What follows belongs to an exercise in optimizing a design on an open flow for small area; a production flow would make more cautious choices. Where RTL was checked, it was by simulation tests only, not by an equivalence proof against the original. Function not checked in run 2: the RTL went through the layout flow alone. Power figures rest on the tool's default switching activity, not on a simulated workload.

<file path="config.mk">
export PLATFORM = sky130hd
export DESIGN_NAME = ppm_core
export DESIGN_NICKNAME = ppm_core
export VERILOG_FILES = /design/flow/design.v
export SDC_FILE = /design/flow/constraint.sdc
export NUM_CORES = 4
export LEC_CHECK = 0
export CAP_MARGIN = 20
export CORE_MARGIN = 2
export CORE_UTILIZATION = 40
export CTS_BUF_LIST = sky130_fd_sc_hd__clkbuf_8
export PLACE_DENSITY = 0.6
export SLEW_MARGIN = 20
</file>
<file path="constraint.sdc">
create_clock -name core_clock -period 15.0 [get_ports {clk}]
set_input_delay 3.0000 -clock core_clock [delete_from_list [all_inputs] [get_ports {clk}]]
set_output_delay 3.0000 -clock core_clock [all_outputs]
set_load 0.01 [all_outputs]
</file>
<file path="design.v">
module ppm_core (
    input  wire        clk,
    input  wire        rst,
    input  wire        start,
    input  wire        mode,
    input  wire [15:0] len,
    output wire        ready,
    input  wire        in_valid,
    input  wire [7:0]  in_data,
    output wire        in_ready,
    output wire        out_we,
    output wire [18:0] out_addr,
    output wire [7:0]  out_data,
    output wire        tbl_clr,
    output wire [11:0] tbl_raddr,
    output wire        tbl_we,
    output wire [11:0] tbl_waddr,
    output wire [7:0]  tbl_wdata,
    input  wire [7:0]  tbl_rdata,
    output wire        done,
    output wire [18:0] out_len,
    output wire [1:0]  stop
);
    localparam [63:0] MIXER = 64'hFF51AFD7ED558CCD;
    localparam [2:0] S_IDLE = 3'd0;    
    localparam [2:0] S_HASH = 3'd1;    
    localparam [2:0] S_WA   = 3'd2;    
    localparam [2:0] S_ACT  = 3'd3;    
    localparam [2:0] S_WC   = 3'd4;    
    localparam [2:0] S_CMT  = 3'd5;    
    localparam [2:0] S_FIN  = 3'd6;    
    localparam [2:0] S_PRE  = 3'd7;    
    reg  [2:0]  state;
    reg         md;         
    reg  [5:0]  j;          
    reg  [23:0] s;          
    reg  [23:0] ctx;        
    reg  [15:0] rem;        
    reg  [18:0] base;       
    reg  [3:0]  off;        
    reg  [8:0]  fl;         
    genvar gi;
    wire [11:0] key   = s[23:12];
    wire        ph2   = (j >= 6'd52);
    wire        mbit  = MIXER[j];
    wire        jlast = (j == 6'd63);
    wire        rem0  = (rem == 16'd0);
    wire [15:0] rem_m1;
    wire [16:0] rb;
    assign rb[0] = 1'b1;
    generate for (gi = 0; gi < 16; gi = gi + 1) begin : g_rem
        assign rem_m1[gi] = rem[gi] ^ rb[gi];
        assign rb[gi+1]   = !rem[gi] & rb[gi];
    end endgenerate
    wire [23:0] add;
    assign add[11:0]  = mbit ? ctx[11:0] : 12'd0;
    assign add[23:12] = (mbit && !ph2) ? ctx[23:12] : 12'd0;
    wire [24:0] sum;
    wire [24:0] cy;
    assign cy[0] = 1'b0;
    generate for (gi = 0; gi < 24; gi = gi + 1) begin : g_mul
        wire cin = (gi == 12) ? (cy[12] & !ph2) : cy[gi];
        assign sum[gi]  = s[gi] ^ add[gi] ^ cin;
        assign cy[gi+1] = (s[gi] & add[gi]) | (s[gi] & cin) | (add[gi] & cin);
    end endgenerate
    assign sum[24] = cy[24];
    wire is_idle = (state == S_IDLE);
    wire is_hash = (state == S_HASH);
    wire is_act  = (state == S_ACT);
    wire is_wc   = (state == S_WC);
    wire is_cmt  = (state == S_CMT);
    wire is_fin  = (state == S_FIN);
    wire is_pre  = (state == S_PRE);
    wire needctrl = md & off[3];
    wire hit      = (tbl_rdata == in_data);
    wire take     = is_act & !rem0 & in_valid & (!md | needctrl | !fl[8]);
    wire bump     = is_hash & (j == 6'd0) & !md & fl[8];
    wire flagw    = (is_wc & !md & fl[8]) | (is_fin & fl[8]);
    wire litw     = is_cmt & (md | !fl[0]);
    wire dec_end  = is_act & md & rem0 & (off[3] | !fl[8]);
    wire [3:0]  xoff = (is_wc | is_fin) ? 4'd0 : off;
    wire [18:0] addr;
    wire [19:0] ac;
    assign ac[0] = 1'b0;
    generate for (gi = 0; gi < 19; gi = gi + 1) begin : g_addr
        if (gi < 4) begin : g_fa
            assign addr[gi] = base[gi] ^ xoff[gi] ^ ac[gi];
            assign ac[gi+1] = (base[gi] & xoff[gi]) | (base[gi] & ac[gi]) | (xoff[gi] & ac[gi]);
        end else begin : g_ha
            assign addr[gi] = base[gi] ^ ac[gi];
            assign ac[gi+1] = base[gi] & ac[gi];
        end
    end endgenerate
    assign ready     = is_idle;
    assign done      = (is_idle & !md & fl[8]) | dec_end;
    assign out_len   = addr;
    assign stop      = {md, !md | !off[3]};
    assign tbl_clr   = is_idle;
    assign tbl_raddr = key;
    assign tbl_waddr = key;
    assign tbl_wdata = in_data;
    assign tbl_we    = take & (md ? !needctrl : !hit);
    assign in_ready  = is_act & !rem0 & (!md | needctrl | !fl[8]);
    assign out_we    = litw | flagw;
    assign out_addr  = addr;
    assign out_data  = (is_wc | is_fin) ? fl[7:0] : tbl_rdata;
    always @(posedge clk) begin
        if (rst) begin
            state <= S_IDLE;
            fl[8] <= 1'b0;
        end else begin
            case (state)
            S_IDLE: begin
                fl[8] <= 1'b0;
                if (start) begin
                    md    <= mode;
                    rem   <= len;
                    base  <= mode ? 19'h7FFF8 : 19'd0;
                    off   <= mode ? 4'd8 : 4'd1;
                    fl    <= 9'd1;
                    j     <= 6'd60;
                    s     <= 24'd0;
                    state <= S_PRE;
                end
            end
            S_PRE: begin
                ctx <= {ctx[15:0], tbl_rdata};
                j   <= j + 6'd1;
                if (jlast) state <= S_WA;
            end
            S_HASH: begin
                s <= {ph2 ? sum[0] : sum[24], sum[23:1]};
                j <= j + 6'd1;
                if (bump) begin
                    base <= addr;
                    off  <= 4'd1;
                    fl   <= 9'd1;
                end
                if (jlast) state <= S_WA;
            end
            S_WA: state <= S_ACT;
            S_ACT: begin
                if (take) rem <= rem_m1;
                if (needctrl) begin
                    if (rem0) state <= S_IDLE;
                    else if (in_valid) begin
                        fl   <= {in_data, 1'b0};
                        base <= addr;
                        off  <= 4'd0;
                    end
                end else if (md & fl[8]) begin
                    fl    <= {fl[7:0], 1'b0};
                    state <= S_WC;
                end else if (rem0) begin
                    state <= md ? S_IDLE : S_FIN;
                end else if (in_valid) begin
                    fl    <= {fl[7:0], md ? 1'b0 : hit};
                    state <= S_WC;
                end
            end
            S_WC: state <= S_CMT;
            S_CMT: begin
                ctx   <= {ctx[15:0], tbl_rdata};
                if (litw) off <= off + 4'd1;
                s     <= 24'd0;
                state <= S_HASH;
            end
            default: begin    
                if (fl[8]) state <= S_IDLE;
                else fl <= {fl[7:0], 1'b0};
            end
            endcase
        end
    end
endmodule
</file>
<file path="flow/run.sh">
#!/bin/bash
set -euo pipefail
W=$(pwd)
{
  echo 'proc abc {args} {'
  echo '  set i [lsearch $args -script]'
  echo "  if {\$i >= 0} { set args [lreplace \$args [expr {\$i+1}] [expr {\$i+1}] $W/flow/abc_area.script] }"
  echo '  yosys abc {*}$args'
  echo '}'
  cat "$W/synth_recipe.tcl"
} > "$W/area_synth.tcl"
sed "s#SYNTH_SCRIPT=[^ ]*#SYNTH_SCRIPT=$W/area_synth.tcl#" "$W/standard.sh" > "$W/area_standard.sh"
grep -q "SYNTH_SCRIPT=$W/area_synth.tcl" "$W/area_standard.sh"
export SYNTH_OPERATIONS_ARGS=-noshare
export BUFFER_PORTS_ARGS="-buffer_cell sky130_fd_sc_hd__buf_1"
bash "$W/area_standard.sh" finish > "$W/make_finish.log" 2>&1
</file>
<file path="flow/abc_area.script">
strash
dc2
dc2
dch -f
amap
topo
</file>
<file path="standard.sh">
#!/bin/bash
# synth_recipe.tcl (not shown) runs the flow's synth.tcl, then flattens the netlist and writes it again
# the make line also repeats each setting of config.mk as NAME=value (left out here)
make -C /OpenROAD-flow-scripts/flow DESIGN_CONFIG=/design/flow/config.mk WORK_HOME=/design/flow/orfs CLKGATE_MAP_FILE= SYNTH_SCRIPT=/design/flow/synth_recipe.tcl "${@:-finish}"
</file>
==> results.yml, run 1 <==
status:
  status: "complete, no violations"
power:
  total_power_uw: 1150
  vdd.ir_drop.worst_uv: 160
  power_density_nw_per_um2: 170
  leakagePower_uw: 0.00244
worst_setup_path:
  critPathCaptureType: "register"
  cp.required_ns: 15.25
  cp_slowest_cell: "a31oi_1"
  reg2reg_to: "s[22]"
  regToRegSetupSlack_ns: 3.08
  critPathArrivalTime_ns: 12.17
  critPathMaxStageDelay_ns: 0.77
  worstSetupPathType: "reg -> reg"
  startpoint: "j[0]"
  cp_max_fo: 13
  crit_path_frequent_cell: "fa_1"
  startpoint_type: "register"
  reg2regPathDepth: 35
  r2r_start: "j[0]"
placed_design:
  numPortBuffers: 122
  routabilityCongestion: 0.855
  hpwl_um: 9570
  post-place-cells: 817
clock_network:
  cts-resized-gates: 0
  cts_tree: "done"
  cts_made_buffers: 9
  cts_num_sinks: 106
  insertion_delay_ns: 0.39
  root_buffer: "clkbuf_8"
  path_clk_slew_ns: 0.11
  hold_buffers: 0
  post-cts-setup-buffers: 0
  clockBufferDepth: 2
  h-tree-depth: 3
sta:
  maxSlewViolCount: 0
  tightestPinTransition_ns: 1.03
  max_freq_mhz: 83.9
  period_share_pct: 79.5
  setup_viol: 0
  finalHoldViolations: 0
  fin_crit_ns: 11.92
  worst_clock_skew_ns: 0.0191
  setup_tns_ns: 0
  slew_headroom_pct: 31.0
  rsz0062_at_grt: "no"
finish:
  areaGrowthSynthToFinish_pct: 8.58
  nFillCells: 1452
  regArea_um2: 3140
  nNetsFinal: 742
  final_core_util_pct: 44.4
  drive_above_1_share_pct: 3.88
  stdcell_count: 832
  antennaDiodeCount: 0
  multi_input_area_um2: 2420
route:
  totalWireLength_um: 12800
  ant_nets: 0
  first_pass_iters: 6
  drc: 0
  route.vias.total: 4231
  drt_iter0_drc: 284
  wire_per_inst_um: 15.4
  viasPerCell: 5.09
die:
  die_w_um: 128
  rows: 45
  start_util_pct: 40.9
  core-area_um2: 15100
  die_area_um2: 16500
  io-pin-count: 123
  die_h_um: 128
yosys:
  synth_cells: 555
  ys_seq_area_share_pct: 50.7
  syn_area_um2: 6200
  ys_ff_latch: 106
  synth_nets: 657
  postSynthAreaPerCell_um2: 11.2
  yosys_warnings: 1
  synth_flop_cell: "edfxtp_1"
  yosys.cell_types.count: 36
  synth_edf_count: 102
  synthArstFlopShare_pct: 0
min_path:
  whs_endpoint: "ctx[14]"
  hp-class: "reg -> reg"
  min_from: "ctx[6]"
  whs_path_depth: 0
grt:
  antenna_found_initial: 0
  grt_max_degree: 32
  grt_usage_pct: 16.0
  first_global_vias: 4010
  grt_pass1_wl_um: 20400
  overflow: 0
job:
  timing.max_cap.violations: 0
[area by class of cell]
type | instances | share of cell area [%]
tap | 188 | 3.49
multi-input combinational | 324 | 35.9
inverter | 72 | 4.01
sequential | 106 | 46.7
clock inverter | 6 | 0.651
clock buffer | 9 | 1.84
timing repair buffer | 127 | 7.36
[cell usage after synthesis, drive strengths merged (3+ instances only)]
cell | number | area, µm²
nand4 | 4 | 25.0
nand2 | 22 | 82.6
o22ai | 4 | 25.0
o22a | 7 | 61.3
dfxtp | 4 | 80.1
buf | 53 | 398
a21oi | 24 | 120
o21ai | 31 | 155
nor2 | 67 | 251
o221ai | 3 | 26.3
or2 | 3 | 18.8
a31oi | 3 | 18.8
nor2b | 31 | 194
nor3 | 10 | 50.1
edfxtp | 102 | 3060
fa | 26 | 521
and3 | 24 | 150
ha | 39 | 488
clkinv | 72 | 270
[registers in the layout, summed over array words and instances, names as in the netlist]
signal  flops
rem        16
ctx        24
md          1
s          24
off         4
fl          9
j           6
base       19
state       3
[placed cells by master (no fill, tap or decap), types with 2 or more instances in the layout]
cell type	synthesis	final
buf_1	0	122
edfxtp_1	102	102
clkinv_1	72	73
nor2_1	67	65
ha_1	39	39
o21ai_0	31	31
nor2b_1	31	31
fa_1	26	26
a21oi_1	24	24
and3_1	24	24
nand2_1	22	22
clkbuf_8	0	9
nor3_1	10	7
o22a_1	7	7
buf_4	53	5
o22ai_1	4	4
nand4_1	4	4
dfxtp_1	4	4
nor3_2	0	3
a31oi_1	3	3
o221ai_1	3	3
or2_0	3	3
a22oi_1	2	2
a2111oi_0	2	2
o2111ai_1	2	2
o31ai_1	2	2
nand3_1	2	2
a211oi_1	2	2
nand2b_1	2	2
o32ai_1	2	2
clkinvlp_4	0	2
[critical path, delay by kind of cell (launching register included)]
| kind | cells | cell delay (ns) |
|---|---|---|
| DFF | 1 | 0.47 |
| buffers and inverters | 4 | 0.34 |
| AOI/OAI and AO/OA | 3 | 1.23 |
| adders and majority gates | 25 | 9.33 |
| and+or+nand+nor | 3 | 0.41 |
[logic make-up (layout without fill, tap and decap cells)]
kind of cell	after synthesis	after routing	synth area share, %
compound gates	90	90	9.02
fa+ha+maj	65	65	16.3
flops	106	106	50.7
simple gates	169	169	13.2
buf+inv	125	214	10.8
[per-layer routing]
layer,track usage (%),up-vias,part of all wire [%]
li1,-,2055,-
met4,5.95,0,2.1
met1,19.9,2024,44
met5,0,-,0
met2,27.6,132,49
met3,3.58,20,4.9
[where the power goes]
group	total [µW]	switching, µW	internal [µW]
Sequential	487	49.1	438
Combinational	496	324	172
Clock	164	104	60.2
Total	1150	477	670
[worst max-delay path by stage]
stage | to | slack [ns] | cells past startpoint
floorplan | s[22] | 4.13 | 35
global placement | s[22] | 3.57 | 35
detailed placement | s[22] | 3.17 | 35
CTS | s[22] | 3.14 | 35
global route | s[22] | 2.49 | 35
finish | s[22] | 3.08 | 35
[metrics by stage]
stage / hold WS (ns) / area, µm² / setup slack [ns]
floorplan: 0.418 / 6200 / 4.13
global placement: 0.437 / 6550 / 3.57
detailed placement: 0.445 / 6550 / 3.17
CTS: 0.467 / 6720 / 3.14
global route: 0.486 / 6730 / 2.49
finish: 0.459 / 6730 / 3.08
==> inputs of run 2 (changes only) <==
--- a/design.v
+++ b/design.v
@@ -35,7 +35,7 @@
     reg  [5:0]  j;          
     reg  [23:0] s;          
     reg  [23:0] ctx;        
-    reg  [15:0] rem;        
+    reg  [15:0] remc;       
     reg  [18:0] base;       
     reg  [3:0]  off;        
     reg  [8:0]  fl;         
@@ -44,13 +44,14 @@
     wire        ph2   = (j >= 6'd52);
     wire        mbit  = MIXER[j];
     wire        jlast = (j == 6'd63);
-    wire        rem0  = (rem == 16'd0);
+    wire        rem0  = (remc == 16'hFFFF);
+    wire        take;
     wire [15:0] rem_m1;
     wire [16:0] rb;
-    assign rb[0] = 1'b1;
+    assign rb[0] = take;
     generate for (gi = 0; gi < 16; gi = gi + 1) begin : g_rem
-        assign rem_m1[gi] = rem[gi] ^ rb[gi];
-        assign rb[gi+1]   = !rem[gi] & rb[gi];
+        assign rem_m1[gi] = remc[gi] ^ rb[gi];
+        assign rb[gi+1]   = remc[gi] & rb[gi];
     end endgenerate
     wire [23:0] add;
     assign add[11:0]  = mbit ? ctx[11:0] : 12'd0;
@@ -73,7 +74,7 @@
     wire is_pre  = (state == S_PRE);
     wire needctrl = md & off[3];
     wire hit      = (tbl_rdata == in_data);
-    wire take     = is_act & !rem0 & in_valid & (!md | needctrl | !fl[8]);
+    assign take   = is_act & !rem0 & in_valid & (!md | needctrl | !fl[8]);
     wire bump     = is_hash & (j == 6'd0) & !md & fl[8];
     wire flagw    = (is_wc & !md & fl[8]) | (is_fin & fl[8]);
     wire litw     = is_cmt & (md | !fl[0]);
@@ -104,6 +105,14 @@
     assign out_we    = litw | flagw;
     assign out_addr  = addr;
     assign out_data  = (is_wc | is_fin) ? fl[7:0] : tbl_rdata;
+    wire        s_keep = (state == S_WA) | is_act | is_wc | is_fin;
+    wire [23:0] s_step = {ph2 ? sum[0] : sum[24], sum[23:1]};
+    wire [5:0]  j_inc  = j + 6'd1;
+    always @(posedge clk) begin
+        s   <= ({24{is_hash}} & s_step) | ({24{s_keep}} & s);
+        j   <= is_idle ? 6'd60 : (is_cmt ? 6'd0 : j_inc);
+        remc <= is_idle ? ~len : rem_m1;
+    end
     always @(posedge clk) begin
         if (rst) begin
             state <= S_IDLE;
@@ -112,25 +121,17 @@
             case (state)
             S_IDLE: begin
                 fl[8] <= 1'b0;
-                if (start) begin
-                    md    <= mode;
-                    rem   <= len;
-                    base  <= mode ? 19'h7FFF8 : 19'd0;
-                    off   <= mode ? 4'd8 : 4'd1;
-                    fl    <= 9'd1;
-                    j     <= 6'd60;
-                    s     <= 24'd0;
-                    state <= S_PRE;
-                end
+                md    <= mode;
+                base  <= mode ? 19'h7FFF8 : 19'd0;
+                off   <= mode ? 4'd8 : 4'd1;
+                fl    <= 9'd1;
+                if (start) state <= S_PRE;
             end
             S_PRE: begin
                 ctx <= {ctx[15:0], tbl_rdata};
-                j   <= j + 6'd1;
                 if (jlast) state <= S_WA;
             end
             S_HASH: begin
-                s <= {ph2 ? sum[0] : sum[24], sum[23:1]};
-                j <= j + 6'd1;
                 if (bump) begin
                     base <= addr;
                     off  <= 4'd1;
@@ -140,7 +141,6 @@
             end
             S_WA: state <= S_ACT;
             S_ACT: begin
-                if (take) rem <= rem_m1;
                 if (needctrl) begin
                     if (rem0) state <= S_IDLE;
                     else if (in_valid) begin
@@ -162,7 +162,6 @@
             S_CMT: begin
                 ctx   <= {ctx[15:0], tbl_rdata};
                 if (litw) off <= off + 4'd1;
-                s     <= 24'd0;
                 state <= S_HASH;
             end
             default: begin    
--- a/flow/run.sh
+++ b/flow/run.sh
@@ -7,8 +7,9 @@
   echo "  if {\$i >= 0} { set args [lreplace \$args [expr {\$i+1}] [expr {\$i+1}] $W/flow/abc_area.script] }"
   echo '  yosys abc {*}$args'
   echo '}'
-  cat "$W/synth_recipe.tcl"
+  sed "s/yosys synth -nofsm -noshare /yosys synth -nofsm -noshare -noabc /" "$W/synth_recipe.tcl"
 } > "$W/area_synth.tcl"
+grep -q -- "-noabc" "$W/area_synth.tcl"
 sed "s#SYNTH_SCRIPT=[^ ]*#SYNTH_SCRIPT=$W/area_synth.tcl#" "$W/standard.sh" > "$W/area_standard.sh"
 grep -q "SYNTH_SCRIPT=$W/area_synth.tcl" "$W/area_standard.sh"
 export SYNTH_OPERATIONS_ARGS=-noshare
--- a/config.mk
+++ b/config.mk
@@ -7,7 +7,7 @@
 export LEC_CHECK = 0
 export CAP_MARGIN = 20
 export CORE_MARGIN = 2
-export CORE_UTILIZATION = 40
+export CORE_UTILIZATION = 70
 export CTS_BUF_LIST = sky130_fd_sc_hd__clkbuf_8
-export PLACE_DENSITY = 0.6
+export PLACE_DENSITY = 0.85
 export SLEW_MARGIN = 20
==> run 2 against run 1 <==
  * Clock-buffer cell count unchanged
  * First-iteration DRC count down 12%
  * Final area decreased by 8.9%
==> results.yml, run 2 <==
route:
  totalWireLength_um: 12200
  wire_per_inst_um: 16.9
  viasPerCell: 5.86
  ant_nets: 0
  drt_iter0_drc: 251
  first_pass_iters: 4
  route.vias.total: 4241
  drc: 0
worst_setup_path:
  crit_path_frequent_cell: "fa_1"
  critPathMaxStageDelay_ns: 0.43
  startpoint_type: "register"
  crit_cells: 35
  startpoint: "j[2]"
  regToRegSetupSlack_ns: 3.58
  worstSetupPathType: "reg -> reg"
  reg2regPathDepth: 35
  critPathCaptureType: "register"
  reg2reg_to: "s[23]"
  critPathArrivalTime_ns: 11.67
  crit_buf_inv: 2
  cp.required_ns: 15.25
  r2r_start: "j[2]"
  cp_max_fo: 13
  path_delay_family: "adder cells"
  cp_slowest_cell: "dfxtp_1"
sta:
  setup_viol: 0
  slew_headroom_pct: 28.7
  setup_tns_ns: 0
  max_freq_mhz: 87.6
  period_share_pct: 76.1
  finalHoldViolations: 0
  worst_clock_skew_ns: 0.0139
  maxSlewViolCount: 0
  rsz0062_at_grt: "no"
  whs_ns: 0.450
  fin_crit_ns: 11.42
  tightestPinTransition_ns: 1.07
yosys:
  yosys.cell_types.count: 33
  yosys_warnings: 1
  synth_area_leader_cell: "edfxtp_1"
  ys_ff_latch: 106
  synth_flop_cell: "edfxtp_1"
  netlist.area_leader.share_pct: 29.5
  synthTopCellsByCount: "nor2_1, edfxtp_1, buf_4"
  ys_seq_area_share_pct: 47.1
  synthTopCellsByArea: "edfxtp_1, dfxtp_1, fa_1, ha_1, buf_4"
  yosysMostFrequentCell: "nor2_1"
  synthArstFlopShare_pct: 0
  synth_nets: 634
  postSynthAreaPerCell_um2: 10.7
  synth_cells: 533
  syn_area_um2: 5700
  synth_edf_count: 56
power:
  clockPowerShare_pct: 13.7
  leakagePower_uw: 0.00233
  switchingPower_uw: 597
  p_comb_share_pct: 48.9
  seqPwrFrac_pct: 37.3
  power.internal_uw: 735
  vdd.ir_drop.worst_uv: 111
  power_switching_share_pct: 44.8
  power_density_nw_per_um2: 217
clock_network:
  root_buffer: "clkbuf_8"
  cts_num_sinks: 106
  insertion_delay_ns: 0.37
  cts_tree: "done"
  cts-resized-gates: 0
  hold_buffers: 0
  clockBufferDepth: 2
  post-cts-setup-buffers: 0
  h-tree-depth: 3
  cts_made_buffers: 9
  path_clk_slew_ns: 0.10
grt:
  first_global_vias: 4143
  antenna_found_initial: 0
  overflow: 0
  grt_max_degree: 38
  grt_usage_pct: 29.0
  grt_pass1_wl_um: 19600
die:
  die_w_um: 94.2
  die_area_um2: 8870
  core-area_um2: 7810
  rows: 32
  io-pin-count: 123
  start_util_pct: 72.9
  die_h_um: 94.2
finish:
  layout_common_cells: "buf_1, nor2_1, edfxtp_1, dfxtp_1, ha_1"
  nNetsFinal: 718
  layout_commonest_cell: "buf_1"
  reg_top3: "ctx (24), s (24), base (19)"
  areaGrowthSynthToFinish_pct: 7.71
  drive_above_1_share_pct: 3.86
  antennaDiodeCount: 0
min_path:
  hp-class: "reg -> reg"
  whs_endpoint: "ctx[13]"
  min_from: "ctx[5]"
  whs_path_depth: 0
status:
  status: "complete, no violations"
placed_design:
  routabilityCongestion: 0.931
  numPortBuffers: 122
  hpwl_um: 8960
job:
  timing.max_cap.violations: 0
-- run 2: changes by cell type in the layout (fill, tap and decap cells not counted), sizes merged, moves of 22 or more --
cell,before,now
dfxtp,4,50
clkinv,75,37
and3,24,2
a32o,0,23
nor2,67,100
edfxtp,102,56
-- run 2: worst register-to-register path: cells and delay by family, from the launching register on --
family / cells / cell delay (ns)
adder cells (fa/ha/maj): 24 / 9.36
AND/OR/NAND/NOR: 6 / 0.84
flip-flops: 1 / 0.43
buffers and inverters: 2 / 0.35
AO/OA/AOI/OAI: 3 / 0.32
-- run 2: cell families after synthesis --
logic type | Yosys count | synth area share (%)
fa+ha+maj | 64 | 17.5
flops | 106 | 47.1
buf+inv | 89 | 9.36
compound gates | 100 | 12.4
simple gates | 174 | 13.6
-- run 2: metrics by stage --
| stage | cells | total power (µW) | utilization [%] | instance area (µm²) | setup WS [ns] |
|---|---|---|---|---|---|
| after floorplan | 533 | 1010 | - | 5700 | 4.23 |
| after global placement | 708 | 1110 | 75.9 | 5930 | 4.09 |
| after detailed placement | 708 | 1150 | 75.9 | 5930 | 3.77 |
| after CTS | 724 | 1330 | 78.5 | 6130 | 3.67 |
| after global routing | 724 | 1440 | 78.6 | 6130 | 3.15 |
| final | 724 | 1330 | 78.6 | 6130 | 3.58 |
-- run 2: final cells by class --
cell class / count / area (µm²)
clock buffers: 9 / 124
clock inverters: 7 / 76.3
fillers: 525 / 1670
inverters: 36 / 135
multi-input cells: 338 / 2500
flip-flops and latches: 106 / 2680
well taps: 102 / 128
repair buffers: 126 / 488
-- run 2: power by group through the flow --
| stage | clock (µW) | sequential, µW | combinational, µW |
|---|---|---|---|
| after floorplan | 0 | 483 | 525 |
| after global placement | 0 | 495 | 615 |
| after detailed placement | 0 | 503 | 644 |
| after CTS | 183 | 497 | 649 |
| after global routing | 194 | 510 | 734 |
| final | 183 | 497 | 652 |
-- run 2: metal layers --
metal	share of wire [%]	wire, µm	up-vias	track usage (%)
met4	2.0	244	0	11.2
met1	42	5090	2019	37.3
met2	50	6060	191	49.3
li1	-	-	2010	-
met3	6.6	805	21	4.90
met5	0	0	-	0
-- run 2: how the worst max path moves through the flow --
stage                        to  slack, ns
after floorplan           s[22]       4.23
after global placement    s[22]       4.09
after detailed placement  s[22]       3.77
after CTS                 s[23]       3.67
after global routing      s[23]       3.15
final                     s[23]       3.58

==> separate check: timing with driven ports <==
Ports are ideal in the flow. The routed layouts listed here were re-timed in OpenROAD.
Step 1 (the two cells are an assumption about what drives the block):
set clk [get_ports {clk}]
set_driving_cell -lib_cell sky130_fd_sc_hd__clkbuf_16 $clk
set_driving_cell -lib_cell sky130_fd_sc_hd__buf_2 [delete_from_list [all_inputs] $clk]
Step 2 moves the port delays by t, midway between the first and last clock arrival at a register: inputs arrive t later, outputs are due t later. That takes back most of the time a late clock gives input paths.
a / b / c = ideal / step 1 / step 2; a / b = the first two.
run	shift t [ns]	setup slack, ns	pins driven straight from the clock port
run 1	0.412	3.078 / 3.078 / 3.078	1
run 2	0.400	3.581 / 3.581 / 3.581	1
After both steps setup and hold are still met in every run listed.
